Source: an optimization exercise on an open RTL-to-GDS flow (aim: small area, a short achievable clock period and few clock cycles per item). Production flows keep margins and buffers that such runs may drop.
Only simulation tests tie the RTL to the original design; equivalence was not proved.
No activity file was given, so power comes from the tool's default toggle rates.

south:
==> flow/design.v <==
module bmr_blockrot (
    input  wire        clk,
    input  wire        rst,         
    input  wire        in_valid,
    output wire        in_ready,
    input  wire [63:0] in_data,
    input  wire        in_tpose,    
    output wire        out_valid,
    input  wire        out_ready,
    output wire [63:0] out_data
);
    reg        dir;                 
    reg        hz, vt;              
    reg        ev;                  
    reg [5:0]  e;                   
    reg        eop;                 
    reg [5:0]  l;                   
    reg        lop;                 
    reg [5:0]  dl;                  
    reg [5:0]  de;                  
    reg [5:0]  dle;                 
    reg        emit;                
    reg        ld;                  
    reg        rdy;                 
    reg [63:0] rd;                  
    reg        rt;                  
    reg        rv;                  
    reg [63:0] oh, ot;              
    reg        ohv, otv;
    wire l0   = (l == 6'd0);
    wire l63  = (l == 6'd63);
    wire e63  = (e == 6'd63);
    wire sw   = ld && l63;
    wire opop = ohv && out_ready;
    wire in_fire = in_valid && rdy;
    wire        op_in = l0 ? rt : lop;
    wire [63:0] dw;                 
    genvar gp;
    generate
        for (gp = 0; gp < 64; gp = gp + 1) begin : g_in
            assign dw[gp] = op_in ? rd[gp ^ 56] : rd[gp];
        end
    endgenerate
    wire       idle  = !ev && l0 && !ld;
    wire       ev_n  = sw || (ev && !(emit && e63));
    wire       otv_n = otv ? !opop : (emit && ohv && !opop);
    wire       rv_n  = in_fire || (rv && !ld);
    wire       lm_n  = (ld || idle) ? (dl == 6'd0) : (dl == 6'd1);
    wire       em_n  = sw || (emit ? (de == 6'd0) : (de == 6'd1));
    wire       enz_n = !sw && ((emit && !ld) ? (dle != 6'd63) :
                               (!emit && ld) ? (dle != 6'd1) : (dle != 6'd0));
    wire       emit_n = ev_n && em_n && !otv_n;
    wire       ld_n  = rv_n && lm_n && (!ev_n || enz_n || emit_n);
    wire       rdy_n = !rv_n || ld_n;
    wire       oh_ot   = otv && opop;
    wire       oh_ex   = !otv && emit && (!ohv || opop);
    wire       oh_keep = !oh_ot && !oh_ex;
    wire [4095:0] s;                
    wire [63:0] ex_h, ex_v;         
    generate
        for (gp = 0; gp < 64; gp = gp + 1) begin : g_row
            localparam [63:0] INV = (gp % 2) ? 64'h5555555555555555 : 64'hAAAAAAAAAAAAAAAA;
            reg [63:0] q;
            wire in_bit = dw[gp ^ 56] ^ ~INV[63];
            wire [63:0] nh = ~{(ld ? in_bit : q[0]), q[63:1]};
            wire [63:0] nv;
            if (gp == 0) begin : g_top
                wire [63:0] in_row;
                genvar gq;
                for (gq = 0; gq < 64; gq = gq + 1) begin : g_q
                    assign in_row[gq] = dw[gq ^ 7] ^ ~INV[gq];
                end
                assign nv = ~(ld ? in_row : s[64*63 +: 64]);
            end else begin : g_mid
                assign nv = ~s[64*(gp-1) +: 64];
            end
            always @(posedge clk)
                q <= ~((~nh | {64{vt}}) & (~nv | {64{hz}}));
            assign s[64*gp +: 64] = q;
            assign ex_h[gp ^ 7] = q[0] ^ INV[0];
        end
        for (gp = 0; gp < 64; gp = gp + 1) begin : g_exv
            localparam integer INV63 = (63 + gp) % 2;
            assign ex_v[gp ^ 56] = s[64*63 + gp] ^ INV63;
        end
    endgenerate
    wire [63:0] ex_r = dir ? ex_v : ex_h;
    wire [63:0] ex;
    generate
        for (gp = 0; gp < 64; gp = gp + 1) begin : g_out
            assign ex[gp] = eop ? ex_r[gp ^ 7] : ex_r[gp];
        end
    endgenerate
    always @(posedge clk) begin
        if (rdy) begin
            rd <= in_data;
            rt <= in_tpose;
        end
        if (!otv && emit && ohv && !opop) ot <= ex;
        oh <= ({64{oh_ot}} & ot) | ({64{oh_ex}} & ex) | ({64{oh_keep}} & oh);
        if (rst) begin
            dir <= 1'b0; hz <= 1'b1; vt <= 1'b0;
            ev <= 1'b0; e <= 6'd0; eop <= 1'b0; l <= 6'd0; lop <= 1'b0;
            dl <= 6'd0; de <= 6'd0; dle <= 6'd0;
            emit <= 1'b0; ld <= 1'b0; rdy <= 1'b1; rv <= 1'b0;
            ohv <= 1'b0; otv <= 1'b0;
        end else begin
            ev   <= ev_n;
            otv  <= otv_n;
            rv   <= rv_n;
            emit <= emit_n;
            ld   <= ld_n;
            rdy  <= rdy_n;
            if (ld) l <= l + 6'd1;
            if (sw) e <= 6'd0;
            else if (emit) e <= e + 6'd1;
            if (!(ld || idle)) dl <= dl - 6'd1;
            if (sw) de <= 6'd0;
            else if (!emit) de <= de - 6'd1;
            if (sw) dle <= 6'd0;
            else if (emit && !ld) dle <= dle + 6'd1;
            else if (!emit && ld) dle <= dle - 6'd1;
            if (ld && l0) lop <= rt;
            if (sw) begin
                eop <= lop;
                dir <= !dir;
                hz  <= dir;
                vt  <= !dir;
            end
            if (!otv && emit) begin
                if (!ohv || opop) ohv <= 1'b1;
            end else if (opop) begin
                ohv <= otv;
            end
        end
    end
    assign in_ready  = rdy;
    assign out_valid = ohv;
    assign out_data  = oh;
endmodule
Settings: LEC_CHECK=0, CAP_MARGIN=20, CORE_MARGIN=2, CORE_UTILIZATION=65, CTS_CLUSTER_DIAMETER=100, CTS_CLUSTER_SIZE=24, PLACE_DENSITY=0.75, SETUP_SLACK_MARGIN=5, SLEW_MARGIN=20, TNS_END_PERCENT=100; clock period 8.0 ns.
run.sh (not shown) runs the stock make flow with config.mk's settings and CLKGATE_MAP_FILE= SYNTH_SCRIPT=/design/flow/synth_recipe.tcl, a recipe that flattens the netlist after the stock synthesis.
Testbench counts of south, summed over its fixed seeds: cycles 8,720, blocks 128.
diff inputs: south => west
--- a/flow/design.v
+++ b/flow/design.v
@@ -52,9 +52,6 @@
     wire       emit_n = ev_n && em_n && !otv_n;
     wire       ld_n  = rv_n && lm_n && (!ev_n || enz_n || emit_n);
     wire       rdy_n = !rv_n || ld_n;
-    wire       oh_ot   = otv && opop;
-    wire       oh_ex   = !otv && emit && (!ohv || opop);
-    wire       oh_keep = !oh_ot && !oh_ex;
     wire [4095:0] s;                
     wire [63:0] ex_h, ex_v;         
     generate
@@ -96,8 +93,12 @@
             rd <= in_data;
             rt <= in_tpose;
         end
-        if (!otv && emit && ohv && !opop) ot <= ex;
-        oh <= ({64{oh_ot}} & ot) | ({64{oh_ex}} & ex) | ({64{oh_keep}} & oh);
+        if (otv) begin
+            if (opop) oh <= ot;
+        end else if (emit) begin
+            if (!ohv || opop) oh <= ex;
+            else              ot <= ex;
+        end
         if (rst) begin
             dir <= 1'b0; hz <= 1'b1; vt <= 1'b0;
             ev <= 1'b0; e <= 6'd0; eop <= 1'b0; l <= 6'd0; lop <= 1'b0;
[summary]
west: share of total power consumed by net switching is 0.56 points higher than what south reported. For number of nets still failing antenna checks after routing, south and west come out practically identical. A capture point of the critical path of in_ready is what south shows, while out_data[29] belongs to west. Of the two candidates, south has the worse worst-case headroom to the max-slew limit and west the better one. On die area, south beats west. Relative to south, the tap cell count of west is higher by 16. For the clock share of power, west came in 0.5 points lower than south did. Going from south to west, number of fillers in the final layout higher, final wirelength higher, critical path data required time roughly the same, clock network area share roughly the same. Taking south as the reference, in west number of cells on the critical path has decreased, clock skew saw an increase, multi-input gate count decreased by 2.4% relative to the old numbers.
Testbench counts of west, summed over its fixed seeds: cycles 8,720, blocks 128.

-- re-timing with driven ports --
How much do the figures lean on ideal ports? The routed layouts below were timed once more, with nothing changed but the port constraints.
Step 1 (the two cells are an assumption about what drives the block):
set clk [get_ports {clk}]
set_driving_cell -lib_cell sky130_fd_sc_hd__clkbuf_16 $clk
set_driving_cell -lib_cell sky130_fd_sc_hd__buf_2 [delete_from_list [all_inputs] $clk]
Step 2 moves the port delays by t, midway between the first and last clock arrival at a register: inputs arrive t later, outputs are due t later. That takes back most of the time a late clock gives input paths.
a / b / c = no drivers / after step 1 / after step 2; a / b = the first two.
run	t, ns	setup slack, ns	hold WS [ns]	worst setup path after step 2	cell pins on the clock port's net
south	0.951	4.947 / 4.852 / 4.119	0.434 / 0.434 / 0.434	input to register	1
west	0.942	4.935 / 4.850 / 4.557	0.433 / 0.433 / 0.433	input to register	1
After both steps every run listed still meets setup and hold. For south, which loses most, drivers alone change the setup slack by -0.095 ns; drivers and shift together by -0.828 ns.
